Background: an optimization exercise with open tools, aiming at small area, a short achievable clock period and few clock cycles per item. Do not read the settings as production practice.
The RTL was checked by simulation tests, not by an equivalence proof against the original design.
Power is estimated from default activity; no workload was simulated.

File: flow/config.mk
export PLATFORM = sky130hd
export DESIGN_NAME = modbus_engine
export DESIGN_NICKNAME = modbus_engine
export VERILOG_FILES = /design/flow/design.v
export SDC_FILE = /design/flow/constraint.sdc
export NUM_CORES = 4
export LEC_CHECK = 0
export CAP_MARGIN = 20
export CORE_MARGIN = 2
export CORE_UTILIZATION = 25
export PLACE_DENSITY = 0.45
export SLEW_MARGIN = 20
File: flow/constraint.sdc
create_clock -name core_clock -period 12.0 [get_ports {clk}]
set_input_delay 2.4000 -clock core_clock [delete_from_list [all_inputs] [get_ports {clk}]]
set_output_delay 2.4000 -clock core_clock [all_outputs]
set_load 0.01 [all_outputs]
File: flow/design.v
module modbus_engine #(
    parameter N_COIL    = 64,
    parameter N_DI      = 32,
    parameter N_HR      = 32,
    parameter N_IR      = 16,
    parameter BASE_COIL = 16'h0010,
    parameter BASE_DI   = 16'h0200,
    parameter BASE_HR   = 16'h0100,
    parameter BASE_IR   = 16'h0300,
    parameter EXC_ADDR  = 8'h02
) (
    input  wire               clk,
    input  wire               rst,
    input  wire               rx_valid,
    input  wire [7:0]         rx_data,
    output wire               rx_ready,
    output wire               tx_valid,
    output wire [7:0]         tx_data,
    output wire               tx_last,
    input  wire               tx_ready,
    input  wire [N_DI-1:0]    di_in,
    input  wire [16*N_IR-1:0] ir_in
);
    localparam S_RX   = 2'd0;
    localparam S_EXEC = 2'd1;
    localparam S_TX   = 2'd2;
    localparam [7:0] EXC_FUNC = 8'h01;
    localparam [7:0] EXC_DATA = 8'h03;
    reg  [1:0]  state;
    reg  [16:0] idx;           
    reg  [7:0]  fb [0:16];     
    reg  [7:0]  hold;          
    reg  [7:0]  rc_q;          
    reg  [7:0]  rlen_q;        
    reg  [7:0]  o;             
    reg  [N_COIL-1:0] coil;
    reg  [15:0]       hr [0:N_HR-1];
    wire [15:0] len_f  = {fb[4], fb[5]};
    wire [7:0]  fc     = fb[7];
    wire [15:0] addr   = {fb[8], fb[9]};
    wire [15:0] qty    = {fb[10], fb[11]};      
    wire [7:0]  bc_wm  = fb[12];
    wire [15:0] waddr  = {fb[12], fb[13]};      
    wire [15:0] wqty   = {fb[14], fb[15]};
    wire [7:0]  bc_rw  = fb[16];
    wire [16:0] ceil8_qty = ({1'b0, qty} + 17'd7) >> 3;
    wire [17:0] top_a1  = {2'b00, addr} + 18'd1;
    wire [17:0] top_aq  = {2'b00, addr} + {2'b00, qty};
    wire [17:0] top_wq  = {2'b00, waddr} + {2'b00, wqty};
    wire rng_coil1 = (addr  >= BASE_COIL) && (top_a1 <= BASE_COIL + N_COIL);
    wire rng_coil  = (addr  >= BASE_COIL) && (top_aq <= BASE_COIL + N_COIL);
    wire rng_di    = (addr  >= BASE_DI)   && (top_aq <= BASE_DI   + N_DI);
    wire rng_hr1   = (addr  >= BASE_HR)   && (top_a1 <= BASE_HR   + N_HR);
    wire rng_hr    = (addr  >= BASE_HR)   && (top_aq <= BASE_HR   + N_HR);
    wire rng_ir    = (addr  >= BASE_IR)   && (top_aq <= BASE_IR   + N_IR);
    wire rng_hrw   = (waddr >= BASE_HR)   && (top_wq <= BASE_HR   + N_HR);
    reg [7:0] rc_c;
    reg [7:0] rlen_c;
    always @(*) begin
        rc_c   = 8'h00;
        rlen_c = 8'd9;
        case (fc)
            8'h01, 8'h02: begin
                if (len_f < 16'd6 || qty < 16'd1 || qty > 16'd2000)
                    rc_c = EXC_DATA;
                else if (!(fc == 8'h01 ? rng_coil : rng_di))
                    rc_c = EXC_ADDR;
                rlen_c = 8'd9 + ceil8_qty[7:0];
            end
            8'h03, 8'h04: begin
                if (len_f < 16'd6 || qty < 16'd1 || qty > 16'd125)
                    rc_c = EXC_DATA;
                else if (!(fc == 8'h03 ? rng_hr : rng_ir))
                    rc_c = EXC_ADDR;
                rlen_c = 8'd9 + {qty[6:0], 1'b0};
            end
            8'h05: begin
                if (len_f < 16'd6 || (qty != 16'h0000 && qty != 16'hFF00))
                    rc_c = EXC_DATA;
                else if (!rng_coil1)
                    rc_c = EXC_ADDR;
                rlen_c = 8'd12;
            end
            8'h06: begin
                if (len_f < 16'd6)
                    rc_c = EXC_DATA;
                else if (!rng_hr1)
                    rc_c = EXC_ADDR;
                rlen_c = 8'd12;
            end
            8'h0F: begin
                if (len_f < 16'd7 || qty < 16'd1 || qty > 16'd1984 ||
                    {9'd0, bc_wm} < ceil8_qty || len_f - 16'd7 < {8'd0, bc_wm})
                    rc_c = EXC_DATA;
                else if (!rng_coil)
                    rc_c = EXC_ADDR;
                rlen_c = 8'd12;
            end
            8'h10: begin
                if (len_f < 16'd7 || qty < 16'd1 || qty > 16'd123 ||
                    {8'd0, bc_wm} != {qty[14:0], 1'b0} || len_f - 16'd7 < {8'd0, bc_wm})
                    rc_c = EXC_DATA;
                else if (!rng_hr)
                    rc_c = EXC_ADDR;
                rlen_c = 8'd12;
            end
            8'h16: begin
                if (len_f < 16'd8)
                    rc_c = EXC_DATA;
                else if (!rng_hr1)
                    rc_c = EXC_ADDR;
                rlen_c = 8'd14;
            end
            8'h17: begin
                if (len_f < 16'd11 || qty < 16'd1 || qty > 16'd125 ||
                    wqty < 16'd1 || wqty > 16'd121 ||
                    {8'd0, bc_rw} != {wqty[14:0], 1'b0} || len_f - 16'd11 < {8'd0, bc_rw})
                    rc_c = EXC_DATA;
                else if (!rng_hrw || !rng_hr)
                    rc_c = EXC_ADDR;
                rlen_c = 8'd9 + {qty[6:0], 1'b0};
            end
            default: rc_c = EXC_FUNC;
        endcase
        if (rc_c != 8'h00)
            rlen_c = 8'd9;
    end
    wire        rx_fire  = rx_valid && rx_ready;
    wire [15:0] len_now  = (idx == 17'd5) ? {fb[4], rx_data} : len_f;
    wire        rx_end   = (idx >= 17'd5) && (idx == {1'b0, len_now} + 17'd5);
    wire        runt     = len_now < 16'd2;
    wire [16:0] k_wm     = idx - 17'd13;
    wire [16:0] k_rw     = idx - 17'd17;
    wire        wr_mc    = rx_fire && fc == 8'h0F && idx >= 17'd13 && rc_c == 8'h00 && k_wm < ceil8_qty;
    wire        wr_mr    = rx_fire && fc == 8'h10 && idx >= 17'd13 && rc_c == 8'h00 && k_wm < {8'd0, bc_wm};
    wire        wr_rw    = rx_fire && fc == 8'h17 && idx >= 17'd17 && rc_c == 8'h00 && k_rw < {8'd0, bc_rw};
    wire [16:0] mr_reg   = {1'b0, addr}  - BASE_HR + {1'b0, k_wm[16:1]};
    wire [16:0] rw_reg   = {1'b0, waddr} - BASE_HR + {1'b0, k_rw[16:1]};
    wire [16:0] mc_bit   = {1'b0, addr}  - BASE_COIL + {k_wm[13:0], 3'b000};
    assign rx_ready = (state == S_RX);
    wire        is_echo  = (fc == 8'h05 || fc == 8'h06 || fc == 8'h0F || fc == 8'h10 || fc == 8'h16);
    wire        is_bits  = (fc == 8'h01 || fc == 8'h02);
    wire [7:0]  dj       = o - 8'd9;                        
    wire [16:0] rd_reg   = {1'b0, addr} - (fc == 8'h04 ? BASE_IR : BASE_HR) + {9'd0, 1'b0, dj[7:1]};
    wire [16:0] rd_bit   = {1'b0, addr} - (fc == 8'h02 ? BASE_DI : BASE_COIL) + {6'd0, dj, 3'b000};
    reg [15:0] rd_word;
    reg [7:0]  rd_bits;
    integer b;
    always @(*) begin
        if (fc == 8'h04)
            rd_word = ir_in[16*rd_reg[$clog2(N_IR)-1:0] +: 16];
        else
            rd_word = hr[rd_reg[$clog2(N_HR)-1:0]];
        for (b = 0; b < 8; b = b + 1) begin
            if ({6'd0, dj, 3'b000} + b < {1'b0, qty}) begin
                if (fc == 8'h02)
                    rd_bits[b] = di_in[(rd_bit + b) % N_DI];
                else
                    rd_bits[b] = coil[(rd_bit + b) % N_COIL];
            end else begin
                rd_bits[b] = 1'b0;
            end
        end
    end
    reg [7:0] tx_byte;
    always @(*) begin
        if (o <= 8'd3 || o == 8'd6)
            tx_byte = fb[o[2:0]];
        else if (o == 8'd4)
            tx_byte = 8'h00;
        else if (o == 8'd5)
            tx_byte = rlen_q - 8'd6;
        else if (o == 8'd7)
            tx_byte = (rc_q != 8'h00) ? (fc | 8'h80) : fc;
        else if (rc_q != 8'h00)
            tx_byte = rc_q;
        else if (is_echo)
            tx_byte = fb[o[3:0]];
        else if (o == 8'd8)
            tx_byte = rlen_q - 8'd9;
        else if (is_bits)
            tx_byte = rd_bits;
        else
            tx_byte = dj[0] ? rd_word[7:0] : rd_word[15:8];
    end
    assign tx_valid = (state == S_TX);
    assign tx_data  = tx_byte;
    assign tx_last  = (state == S_TX) && (o == rlen_q - 8'd1);
    integer i;
    always @(posedge clk) begin
        if (rst) begin
            state <= S_RX;
            idx   <= 17'd0;
            o     <= 8'd0;
            coil  <= {N_COIL{1'b0}};
            for (i = 0; i < N_HR; i = i + 1)
                hr[i] <= 16'h0000;
        end else begin
            case (state)
                S_RX: if (rx_fire) begin
                    if (idx <= 17'd16)
                        fb[idx[4:0]] <= rx_data;
                    if (wr_mc) begin
                        for (i = 0; i < 8; i = i + 1)
                            if ({k_wm[13:0], 3'b000} + i < {1'b0, qty})
                                coil[(mc_bit + i) % N_COIL] <= rx_data[i];
                    end
                    if (wr_mr || wr_rw) begin
                        if ((wr_mr ? k_wm[0] : k_rw[0]) == 1'b0)
                            hold <= rx_data;
                        else
                            hr[wr_mr ? mr_reg[$clog2(N_HR)-1:0] : rw_reg[$clog2(N_HR)-1:0]] <= {hold, rx_data};
                    end
                    if (rx_end) begin
                        idx <= 17'd0;
                        if (!runt)
                            state <= S_EXEC;
                    end else begin
                        idx <= idx + 17'd1;
                    end
                end
                S_EXEC: begin
                    rc_q   <= rc_c;
                    rlen_q <= rlen_c;
                    o      <= 8'd0;
                    state  <= S_TX;
                    if (rc_c == 8'h00) begin
                        case (fc)
                            8'h05: coil[(addr - BASE_COIL) % N_COIL] <= (qty == 16'hFF00);
                            8'h06: hr[(addr - BASE_HR) % N_HR] <= qty;
                            8'h16: hr[(addr - BASE_HR) % N_HR] <=
                                       (hr[(addr - BASE_HR) % N_HR] & qty) | (waddr & ~qty);
                            default: ;
                        endcase
                    end
                end
                S_TX: if (tx_ready) begin
                    if (o == rlen_q - 8'd1) begin
                        o     <= 8'd0;
                        state <= S_RX;
                    end else begin
                        o <= o + 8'd1;
                    end
                end
                default: state <= S_RX;
            endcase
        end
    end
endmodule
File: flow/run.sh
#!/bin/bash
# synth_recipe.tcl (not shown) runs the flow's synth.tcl, then flattens the netlist and writes it again
# the make line also repeats each setting of config.mk as NAME=value (left out here)
make -C /OpenROAD-flow-scripts/flow DESIGN_CONFIG=/design/flow/config.mk WORK_HOME=/design/flow/orfs CLKGATE_MAP_FILE= SYNTH_SCRIPT=/design/flow/synth_recipe.tcl finish
==> results.py <==
metrics = {
    "cts": {
        "h-tree-depth": 3,
        "clock_latency_ns": 0.82,
        "cts.sinks": 761,
        "cts-resized-gates": 0,
        "cts-buffers-inserted": 94,
        "root_buffer": "clkbuf_16",
        "cts_tree": "built",
        "hold_buffers": 0,
        "clkTransAtPathRegs_ns": 0.06,
        "postCtsSetupBuffers": 0,
        "clockBufferDepth": 3,
    },
    "synthesis": {
        "synth_top_area_share_pct": 30.71,
        "yosysSeqAreaShare_pct": 33.63,
        "async_flop_share_pct": 0,
        "synth.most_common_cell": "edfxtp_1",
        "synthesis.nets": 6684,
        "synthTopCellsByArea": "edfxtp_1, mux4_2, nor2_1, ha_1, dfxtp_1",
        "yosysUniqueCellTypes": 129,
        "synth_common_cells": "edfxtp_1, nor2_1, mux4_2",
        "synth.avg_cell_area_um2": 10.49,
        "synth_edf_count": 666,
        "synthCells": 6209,
        "ys.flop_type": "edfxtp_1",
        "ys_warn_count": 1,
        "synth_seq_cells": 761,
        "synth_area_mm2": 0.06513,
        "synth_area_leader_cell": "edfxtp_1",
    },
    "setup_path": {
        "cp.arrival_ns": 8.90,
        "slowest_stage": "o221ai_1",
        "path_cells": "or4_1, or3_1, nor2_1, buf_4, inv_1, fa_1, inv_1, ha_1, xnor2_1, buf_4, xnor2_1, mux4_2, mux2i_1, mux2_2, o21ai_0, a21oi_1, o221ai_1, clkdlybuf4s50_1",
        "cp-start-kind": "register",
        "end_kind": "output pin",
        "cp.required_ns": 9.60,
        "worstSetupPathType": "reg -> out",
        "critPathMaxStageDelay_ns": 0.94,
        "critPathMaxFanout": 11,
        "ff2ff_setup_slack_ns": 3.51,
    },
    "global_routing": {
        "grt_antenna_before_repair": 48,
        "grt_use_met1_pct": 37.29,
        "use_met2_pct": 41.45,
        "grt_pass1_vias": 57960,
        "grt_busiest_layer": "met2",
        "grt_max_degree": 100,
        "grt_util_all_layers_pct": 27.37,
        "met3_usage_pct": 5.848,
        "grt_overflow": 0,
        "grt_first_pass_wirelength_mm": 507.1,
    },
    "place": {
        "gp_congestion": 1.049,
        "dp_cells": 9604,
        "post-dp-hpwl_mm": 276.3,
        "io_buffer_count": 310,
    },
    "power": {
        "vdd_drop_max_v": 0.0001282,
        "power.leakage_uw": 0.02388,
        "power_density_mw_per_mm2": 89.93,
    },
    "sta": {
        "hold_slack_ns": 0.5489,
        "rsz0062_at_grt": "no",
        "setup_viol": 0,
        "slew_violations": 0,
        "skew_ns": 0.1432,
        "fmax_mhz": 88.52,
        "tns_ns": 0,
        "slew_headroom_pct": 17.39,
        "period_share_pct": 94.14,
        "hold_viol_final": 0,
        "tightest_slew_ns": 1.229,
        "min_period_ns": 11.30,
    },
    "cells_and_area": {
        "area_delta_synth_final_pct": 16.30,
        "nFillCells": 26850,
        "multi_input_area_mm2": 0.04088,
        "fin_cells": 9785,
        "seq_area_mm2": 0.02190,
        "drive_gt1_share_pct": 20.43,
        "final_nets": 6775,
        "final_core_util_pct": 29.22,
    },
    "job": {
        "maxCapViolCount": 0,
    },
    "route": {
        "drc": 0,
        "avgRoutedWirePerCell_um": 38.13,
        "viasPerCell": 6.290,
        "ant_nets": 0,
        "drtIter0Drc": 9467,
        "vias": 61550,
        "routed_wl_mm": 373.1,
        "drtPass1Iterations": 6,
    },
    "floorplanning": {
        "core_mm2": 0.2592,
        "die_h_um": 514.4,
        "initial_utilization_pct": 25.12,
        "rows": 187,
        "die_area_mm2": 0.2646,
        "die_x_um": 514.4,
        "num_io_pins": 311,
    },
    "run_status": {
        "run_status": "no timing/DRC/antenna violations",
    },
    "worst_hold_path": {
        "hold_class": "reg -> reg",
    },
}
==> cells in the final DEF (no fill, tap or decap), types with 41 or more instances in the layout <==
cell type and count:
o21ai_0 236, nand2b_1 41, nand4_1 66, nor3_2 91, a221oi_1 60, or3_1 52, o22ai_1 105, nor4_1 75
buf_4 225, dfxtp_1 93, mux2i_1 111, a21oi_1 275, nor2_1 646, o221ai_1 51, xor2_1 76, clkdlybuf4s50_1 301
mux4_2 584, a211oi_1 41, xnor2_1 137, ha_1 167, a22oi_1 51, nand3_1 139, nand2_1 474, clkbuf_16 94
nor3_1 331, inv_1 121, o31ai_1 42, edfxtp_1 666, a31oi_1 74
==> power by group <==
group / internal [uW] / switching, uW
registers: 2930 / 35.4
clock network: 1680 / 1290
logic: 283 / 590
total: 4900 / 1920
==> cells by family (layout without fill, tap and decap cells) <==
| group | after synthesis | after routing | synth area share (%) |
|---|---|---|---|
| AND/OR/NAND/NOR | 2216 | 2216 | 17.45 |
| multiplexers | 746 | 746 | 22.77 |
| buffers and inverters | 686 | 855 | 4.517 |
| adder cells (fa/ha/maj) | 175 | 175 | 3.431 |
| flip-flops | 761 | 761 | 33.63 |
| other | 0 | 5 | 0 |
| XOR/XNOR | 231 | 231 | 3.320 |
| AO/OA/AOI/OAI | 1394 | 1394 | 14.88 |
==> final timing paths <==
check	startpoint	depth (start not counted)	end
min	coil[35]	2	coil[35]
max	fb[7][5]	18	tx_data[1]
max reg2reg	idx[0]	15	coil[14]
min reg2reg	coil[35]	2	coil[35]
==> per-stage QoR <==
stage	power, uW	setup slack, ns	cell area [um^2]
2_1_floorplan	3434	3.149	65130
3_3_place_gp	3869	1.606	72390
3_5_place_dp	3876	1.770	72500
4_1_cts	6827	0.9483	75680
5_1_grt	6971	0.7644	75740
6_report	6811	0.7030	75740
==> layer usage <==
metal | share of wire [%] | wire length (um)
met1 | 41 | 153300
met2 | 44 | 162400
met3 | 10 | 37570
met4 | 5.3 | 19900
met5 | 0.010 | 38
==> area by class of cell <==
type	instances	area share (%)
Timing Repair Buffer	549	6.611
Clock inverter	57	0.9267
Antenna cell	5	0.01652
Tap cell	3402	5.620
Clock buffer	117	3.272
Multi-Input combinational cell	4762	53.98
Inverter	132	0.6591
Sequential cell	761	28.92
==> registers in the layout (all words and copies together), names as in the netlist, named ones only <==
register,flops
o,8
state,2
rlen_q,8
rc_q,2
hold,8
hr,512
fb,136
coil,64
idx,17
==> critical path, delay by kind of cell, from the launching register on <==
| kind | cells | cell delay, ns |
|---|---|---|
| adders and majority gates | 2 | 0.90 |
| xor gates and xnor gates | 2 | 0.94 |
| and+or+nand+nor | 3 | 1.49 |
| muxes | 3 | 0.77 |
| DFF | 1 | 0.46 |
| AOI/OAI and AO/OA | 3 | 2.12 |
| buffers and inverters | 5 | 1.46 |
Testbench counts, summed over its fixed seeds: cycles 109,307, items 3,200.

[separate check: timing with driven ports]
How much do the figures lean on ideal ports? The routed layout below was timed once more, with nothing changed but the port constraints. Step 1 (the two cells are an assumption about what drives the block):
set clk [get_ports {clk}]
set_driving_cell -lib_cell sky130_fd_sc_hd__clkbuf_16 $clk
set_driving_cell -lib_cell sky130_fd_sc_hd__buf_2 [delete_from_list [all_inputs] $clk]
Step 2 moves the port delays by t, midway between the first and last clock arrival at a register: inputs arrive t later, outputs are due t later. That takes back most of the time a late clock gives input paths. Slacks: ideal ports / drivers / drivers and shift; pairs: ideal ports / drivers.
shift t [ns]: 0.834
setup WS [ns]: 0.703 / 0.616 / 1.450
slew at the worst register clock pin (ns): 0.07 / 0.07
After both steps setup and hold are still met in this run. For this run, drivers alone change the setup slack by -0.087 ns; drivers and shift together by +0.747 ns.
